From an optimization exercise on the open Yosys and OpenROAD flow, aimed at small area and a short achievable clock period; shortcuts taken in it are not production practice.
No functional check of the RTL was part of this run.
Power figures rest on the tool's default switching activity, not on a simulated workload.

$ cat design/flow/run.sh
#!/bin/bash
# synth_recipe.tcl (not shown) runs the flow's synth.tcl, then flattens the netlist and writes it again
# the make line also repeats each setting of config.mk as NAME=value (left out here)
make -C /OpenROAD-flow-scripts/flow DESIGN_CONFIG=/design/flow/config.mk WORK_HOME=/design/flow/orfs CLKGATE_MAP_FILE= SYNTH_SCRIPT=/design/flow/synth_recipe.tcl finish
$ cat design/flow/config.mk
export PLATFORM = sky130hd
export DESIGN_NAME = can_relay
export DESIGN_NICKNAME = can_relay
export VERILOG_FILES = /design/flow/design.v
export SDC_FILE = /design/flow/constraint.sdc
export NUM_CORES = 4
export LEC_CHECK = 0
export CAP_MARGIN = 20
export CORE_MARGIN = 2
export CORE_UTILIZATION = 40
export SLEW_MARGIN = 20
$ cat design/flow/constraint.sdc
create_clock -name core_clock -period 5.5 [get_ports {clk}]
set_input_delay 1.1000 -clock core_clock [delete_from_list [all_inputs] [get_ports {clk}]]
set_output_delay 1.1000 -clock core_clock [all_outputs]
set_load 0.01 [all_outputs]
$ cat design/flow/design.v
module can_crc8 (
    input  wire [55:0] d,     
    output wire [7:0]  crc
);
    function [7:0] crc8_7;
        input [55:0] bytes;
        integer i, b;
        reg [7:0] r;
        begin
            r = 8'h00;
            for (i = 0; i < 7; i = i + 1) begin
                r = r ^ bytes[8*i +: 8];
                for (b = 0; b < 8; b = b + 1) begin
                    if (r[7]) r = {r[6:0], 1'b0} ^ 8'h85;
                    else      r = {r[6:0], 1'b0};
                end
            end
            crc8_7 = r;
        end
    endfunction
    assign crc = crc8_7(d);
endmodule
module can_mutate (
    input  wire [28:0] id,
    input  wire [63:0] data_in,
    output wire [63:0] data_out
);
    localparam [28:0] ID_PAT   = 29'h1DC;    
    localparam [28:0] ID_STAMP = 29'h2B0;    
    localparam [28:0] ID_INV   = 29'h3A5;    
    localparam [28:0] ID_REV   = 29'h0C7;    
    reg  [55:0] body;
    reg         hit;
    wire [7:0]  crc;
    integer i;
    always @(*) begin
        hit  = 1'b1;
        body = data_in[55:0];
        case (id)
            ID_PAT:   body = {8'hFC, 8'hFF, 8'h1F, 8'hFF, 8'hFF, 8'hFF, 8'hFF};
            ID_STAMP: body = data_in[55:0];
            ID_INV:   body = ~data_in[55:0];
            ID_REV: begin
                for (i = 0; i < 7; i = i + 1)
                    body[8*i +: 8] = data_in[8*(6-i) +: 8];
            end
            default:  hit = 1'b0;
        endcase
    end
    can_crc8 u_crc (.d(body), .crc(crc));
    assign data_out = hit ? {crc, body} : data_in;
endmodule
module can_txq #(
    parameter CAP = 6,
    parameter W   = 97
) (
    input  wire         clk,
    input  wire         rst,
    input  wire         flush,       
    input  wire         enq,
    input  wire [W-1:0] enq_frame,
    output wire         empty,
    output wire         drop,        
    output wire [W-1:0] head_frame
);
    localparam DEPTH = CAP - 1;
    reg [2:0]   head, tail;
    reg [W-1:0] mem [0:DEPTH-1];
    wire       drained = flush && (head + 3'd1 == tail);
    wire [2:0] tail_f  = drained ? 3'd0 : tail;
    wire       full_f  = (tail_f == CAP - 1);
    assign empty      = (head == tail);
    assign drop       = enq && full_f;
    assign head_frame = mem[head];
    always @(posedge clk) begin
        if (rst) begin
            head <= 3'd0;
            tail <= 3'd0;
        end else begin
            if (flush) head <= drained ? 3'd0 : head + 3'd1;
            if (enq && !full_f) tail <= tail_f + 3'd1;
            else                tail <= tail_f;
        end
    end
    always @(posedge clk) begin
        if (enq && !full_f) mem[tail_f] <= enq_frame;
    end
endmodule
module can_relay (
    input  wire        clk,
    input  wire        rst,           
    input  wire        repeat_en,     
    input  wire        fast_tick,     
    input  wire        rx1_valid,
    input  wire [28:0] rx1_id,
    input  wire [3:0]  rx1_dlc,
    input  wire [63:0] rx1_data,
    output wire        rx1_take,
    input  wire        rx2_valid,
    input  wire [28:0] rx2_id,
    input  wire [3:0]  rx2_dlc,
    input  wire [63:0] rx2_data,
    output wire        rx2_take,
    input  wire        rx3_valid,
    input  wire [28:0] rx3_id,
    input  wire [3:0]  rx3_dlc,
    input  wire [63:0] rx3_data,
    output wire        rx3_take,
    input  wire [7:0]  eflg1,
    input  wire [7:0]  eflg2,
    input  wire [7:0]  eflg3,
    output wire [2:0]  eflg_clr,      
    output wire [2:0]  cause_clr,     
    output reg         fault,         
    input  wire        tx1_busy,
    output reg         tx1_send,
    output reg  [28:0] tx1_id,
    output reg  [3:0]  tx1_dlc,
    output reg  [63:0] tx1_data,
    output wire        drop1,         
    input  wire        tx2_busy,
    output reg         tx2_send,
    output reg  [28:0] tx2_id,
    output reg  [3:0]  tx2_dlc,
    output reg  [63:0] tx2_data,
    output wire        drop2
);
    localparam CAP_L = 6;
    localparam W     = 97;
    localparam [1:0] S_IDLE = 2'd0, S_PROC = 2'd1, S_FIN = 2'd2;
    localparam [28:0] BL0 = 29'h59E;
    localparam [28:0] BL1 = 29'h13A;
    localparam [28:0] BL2 = 29'h7FF;
    reg  [1:0]  state;
    reg  [1:0]  rr_ptr;       
    reg  [1:0]  ctx_ch;
    reg  [28:0] ctx_id;
    reg  [3:0]  ctx_dlc;
    reg  [63:0] ctx_data;
    wire [3:1] req = {rx3_valid, rx2_valid, rx1_valid};
    reg  [1:0] grant;         
    always @(*) begin
        grant = 2'd0;
        case (rr_ptr)
            2'd1:    grant = req[2] ? 2'd2 : req[3] ? 2'd3 : req[1] ? 2'd1 : 2'd0;
            2'd2:    grant = req[3] ? 2'd3 : req[1] ? 2'd1 : req[2] ? 2'd2 : 2'd0;
            default: grant = req[1] ? 2'd1 : req[2] ? 2'd2 : req[3] ? 2'd3 : 2'd0;
        endcase
        if (state != S_IDLE) grant = 2'd0;
    end
    assign rx1_take = (grant == 2'd1);
    assign rx2_take = (grant == 2'd2);
    assign rx3_take = (grant == 2'd3);
    always @(posedge clk) begin
        if (rst) begin
            state  <= S_IDLE;
            rr_ptr <= 2'd3;
            ctx_ch <= 2'd0;
        end else begin
            case (state)
                S_IDLE: if (grant != 2'd0) begin
                    state  <= S_PROC;
                    rr_ptr <= grant;
                    ctx_ch <= grant;
                end
                S_PROC:  state <= S_FIN;
                default: state <= S_IDLE;
            endcase
        end
    end
    always @(posedge clk) begin
        case (grant)
            2'd1: begin ctx_id <= rx1_id; ctx_dlc <= rx1_dlc; ctx_data <= rx1_data; end
            2'd2: begin ctx_id <= rx2_id; ctx_dlc <= rx2_dlc; ctx_data <= rx2_data; end
            2'd3: begin ctx_id <= rx3_id; ctx_dlc <= rx3_dlc; ctx_data <= rx3_data; end
            default: ;
        endcase
    end
    wire [63:0] mut_data;
    can_mutate u_mutate (.id(ctx_id), .data_in(ctx_data), .data_out(mut_data));
    wire blacklisted = (ctx_id == BL0) || (ctx_id == BL1) || (ctx_id == BL2);
    wire forward     = (state == S_PROC) && repeat_en && !blacklisted && (ctx_ch != 2'd3);
    wire enq1        = forward && (ctx_ch == 2'd2);
    wire enq2        = forward && (ctx_ch == 2'd1);
    wire [W-1:0] fwd_frame = {ctx_id, ctx_dlc, mut_data};
    reg [7:0] e;
    always @(*) begin
        case (ctx_ch)
            2'd1:    e = eflg1;
            2'd2:    e = eflg2;
            default: e = eflg3;
        endcase
    end
    wire fin     = (state == S_FIN);
    wire ovr     = fin && ((e & 8'hC0) != 8'h00);
    wire any_err = fin && (e != 8'h00);
    assign eflg_clr  = {ovr     && ctx_ch == 2'd3, ovr     && ctx_ch == 2'd2, ovr     && ctx_ch == 2'd1};
    assign cause_clr = {any_err && ctx_ch == 2'd3, any_err && ctx_ch == 2'd2, any_err && ctx_ch == 2'd1};
    always @(posedge clk) begin
        if (rst)          fault <= 1'b0;
        else if (any_err) fault <= 1'b1;
    end
    reg [1:0] fast_pos;       
    reg       fast_pend;
    wire step1 = (fast_pos == 2'd0) && fast_pend;
    wire step2 = (fast_pos == 2'd2);
    always @(posedge clk) begin
        if (rst) begin
            fast_pos  <= 2'd0;
            fast_pend <= 1'b0;
        end else begin
            fast_pend <= fast_tick || (fast_pend && !step1);
            case (fast_pos)
                2'd0:    if (fast_pend) fast_pos <= 2'd2;
                2'd2:    fast_pos <= 2'd3;
                default: fast_pos <= 2'd0;    
            endcase
        end
    end
    wire         empty1, empty2;
    wire [W-1:0] head1, head2;
    wire         flush1 = step1 && !empty1 && !tx1_busy;
    wire         flush2 = step2 && !empty2 && !tx2_busy;
    can_txq #(.CAP(CAP_L), .W(W)) u_txq1 (
        .clk(clk), .rst(rst), .flush(flush1), .enq(enq1), .enq_frame(fwd_frame),
        .empty(empty1), .drop(drop1), .head_frame(head1)
    );
    can_txq #(.CAP(CAP_L), .W(W)) u_txq2 (
        .clk(clk), .rst(rst), .flush(flush2), .enq(enq2), .enq_frame(fwd_frame),
        .empty(empty2), .drop(drop2), .head_frame(head2)
    );
    always @(posedge clk) begin
        if (rst) begin
            tx1_send <= 1'b0;
            tx2_send <= 1'b0;
        end else begin
            tx1_send <= flush1;
            tx2_send <= flush2;
        end
    end
    always @(posedge clk) begin
        if (flush1) {tx1_id, tx1_dlc, tx1_data} <= head1;
        if (flush2) {tx2_id, tx2_dlc, tx2_data} <= head2;
    end
endmodule
==> summary.txt <==
==> registers in the layout (all words and copies together), names as in the netlist, 2 cells and up <==
register,flops
tx1_dlc,4
u_txq1.head,3
u_txq1.tail,3
tx1_data,64
u_txq2.head,3
tx2_dlc,4
u_txq2.tail,3
fast_pos,2
tx2_data,64
ctx_id,29
ctx_data,64
rr_ptr,2
u_txq1.mem,485
u_txq2.mem,485
tx2_id,29
ctx_dlc,4
state,2
tx1_id,29
ctx_ch,2
==> logic make-up (layout without fill, tap and decap cells) <==
logic type / Yosys count / in the layout
DFF: 1285 / 1285
AOI/OAI and AO/OA: 276 / 276
muxes: 499 / 499
buffers and inverters: 171 / 987
and+or+nand+nor: 362 / 362
adders and majority gates: 11 / 11
xor gates and xnor gates: 137 / 137
==> layout make-up <==
class / count / area, um^2
clock buffer: 168 / 3550
sequential: 1285 / 38400
inverter: 40 / 155
timing repair buffer: 714 / 7040
fill: 10600 / 64100
tap: 1742 / 2180
clock inverter: 65 / 617
multi-input combinational: 1285 / 13100
==> metal layers <==
metal | track usage | part of all wire | up-vias
li1 | - | - | 12400
met1 | 0.306 | 0.44 | 14700
met2 | 0.368 | 0.49 | 984
met3 | 0.0364 | 0.054 | 168
met4 | 0.0563 | 0.019 | 4
met5 | 0 | 0.00017 | -
==> power by group <==
| part | switching [W] | total, W | internal [W] |
|---|---|---|---|
| logic | 0.00883 | 0.0167 | 0.00786 |
| registers | 0.000717 | 0.0134 | 0.0127 |
| clock network | 0.00369 | 0.00867 | 0.00497 |
==> worst min path at each step <==
stage                                from                     to  slack (ns)  cells after the start
finish                 fault$_SDFFE_PP0P_     fault$_SDFFE_PP0P_        0.45                      2
global route           fault$_SDFFE_PP0P_     fault$_SDFFE_PP0P_        0.48                      2
CTS                    fault$_SDFFE_PP0P_     fault$_SDFFE_PP0P_        0.46                      2
detailed placement     fault$_SDFFE_PP0P_     fault$_SDFFE_PP0P_        0.45                      2
global placement       fault$_SDFFE_PP0P_     fault$_SDFFE_PP0P_        0.44                      2
floorplan           state[1]$_SDFFE_PP0P_  state[1]$_SDFFE_PP0P_        0.43                      1
==> critical path, stage by stage (launching register included) <==
cell and delay [ns]:
edfxtp_1 0.40, or4_4 0.60, or4_1 0.57, buf_4 0.25, a311oi_1 0.27, o22a_1 0.21
xor2_1 0.18, xnor3_1 0.30, xnor3_2 0.47, xnor2_2 0.21, xnor3_1 0.45, xnor3_2 0.42
xor2_2 0.23, xnor2_1 0.11, mux2_2 0.36
==> cell usage after synthesis, drive strengths merged, types with 19 or more instances <==
master / count
a21oi: 49
buf: 38
clkbuf: 93
dfxtp: 24
edfxtp: 1261
inv: 40
mux2: 201
mux2i: 104
mux4: 194
nand2: 170
nor2: 59
nor4: 23
o21ai: 131
xnor2: 85
xnor3: 19
xor2: 32
==> through the flow <==
| stage | std cells | utilization | area [um^2] |
|---|---|---|---|
| final | 5299 | 0.503 | 65000 |
| after global routing | 5299 | 0.503 | 65000 |
| after CTS | 5299 | 0.503 | 65000 |
| after detailed placement | 5066 | 0.471 | 60800 |
| after global placement | 5065 | 0.471 | 60800 |
| after floorplan | 2741 | - | 52000 |
==> summary.txt <==
outcome no timing/DRC/antenna violations; DR pass1 iterations 5; worst setup path end u_txq1.mem[4][57]$_DFFE_PP_; FF-to-FF Start ctx_id[13]$_DFFE_PP_; sequential area share after synthesis 0.739; period utilization 0.964; Reg-to-Reg End u_txq1.mem[4][57]$_DFFE_PP_; I/O Buffers 531; core box area 0.129 mm^2; Min Hold Slack 0.452 ns; IO Count 532; Synth Area in Compound Gates 0.0341; synth warn 4; H-tree levels 4; DRT antenna net count 0; Distinct cells, synth 81; crit path time final 5.30 ns; Slew HR 0.258; Die W 364 um; Clock Tree Buf Depth 3; minimum setup slack in the final design 0.195 ns; Yosys top cell area share 0.730; flop-to-flop setup slack 0.20 ns; crit path kind flop to flop; CP Max Fanout 10; via count 28,300; initial antenna violation count 9; Max Cap Viol 0; Placement Setup Slack -0.0690 ns; layout cells sized above 1 0.233; XOR/XNOR share of the synthesized area 0.0292; Max Slew Vio Count 0; DRC viols 0; HPWL after DPL 98,000 um; Avg WL per Cell 27.8 um; Worst Hold Class flop to flop; Final setup violation count 0; Initial Util 0.402; All-Layer GR Usage 0.222; fin nets 3,794; Worst Setup SP ctx_id[13]$_DFFE_PP_; clk slew on worst S/H paths 0.07 ns; main combinational cell family by area after synthesis multiplexers; Mean Syn Cell Area 18.9 um^2; Rows 132; most common cell after layout, fill and taps aside edfxtp_1; worst path required time 5.97 ns; Cell Area, Synth 0.0519 mm^2; IR drop worst, VDD 0.00234 V; routed vias/inst 5.33; Leak 21.4 nW; Arr. time, crit path 5.78 ns; Final Hold Vio Count 0; Synth Area in Adders 0.00265; clock skew 0.0269 ns; number of flops mapped to enable cells by yosys 1,261; Most used DFF post-synth edfxtp_1; first-pass GRT wire length 208,000 um; top cell type by total area after synthesis edfxtp_1; post-synthesis mux area share 0.148; Num CTS Buffers 133; Routability Congestion 0.946; Synth area leaders edfxtp_1 73%, mux4_2 8.4%, mux2_2 4.4%; setup TNS 0 ns; FF-to-FF path depth 14; hold buffers post-CTS 0; Clock Root Buffer clkbuf_16; diode count 0; FFs w/ async S/R, synth 0; Layout area overhead 25.3%; die footprint 0.133 mm^2; Syn Nets 3,076; Post-CTS Resized 2; Worst Tran Pin Value 1.11 ns; initial DRC count 2,805; startpoint type of the worst setup path flop; CTS tree yes; commonest cells after routing, fill and taps aside 1,261 x edfxtp_1, 531 x clkdlybuf4s50_1, 201 x mux2_2, 194 x mux4_2, 167 x nand2_1; Power Density 597 mW/mm^2; total setup buffers inserted after CTS 0; vias in the first global route 28,200; critical path endpoint category flop; total power 0.0388 W; worst skew pair latency 0.77 ns; TritonCTS Sinks 1,285; gr ovfl total 0; wirelength, routed 147,000 um; Die H 364 um; FMAX 189 MHz; synthesized flop and latch total 1,285; Simple-Gate Fraction of Synth Area 0.0347; Synth Instances 2,741; pin count of the biggest net entering global routing 85; RSZ-0062 raised after global routing false

-- port drivers added, routing unchanged --
In the flow no input, the clock included, has a driving cell. The finished layout below was timed again as built, in two steps.
Step 1, drivers: a clkbuf_16 drives clk and a buf_2 each remaining input, both assumed.
Step 2 adds t to the input delays and takes it off the output delays; t is the mean of the earliest and latest rising clock arrival at the registers after step 1. Input paths then give back, and output paths get back, about the clock's delay inside the block.
Three values: ideal, step 1, step 2; two values: the first two.
t (ns): 0.838
setup slack, ns: 0.195 / 0.186 / 0.195
slew at the worst register clock pin (ns): 0.07 / 0.07
cell pins on the clock port's net: 1
After both steps setup and hold are still met in this run. The setup slack of this run moves by -0.009 ns with the drivers and by 0.000 ns with both steps.
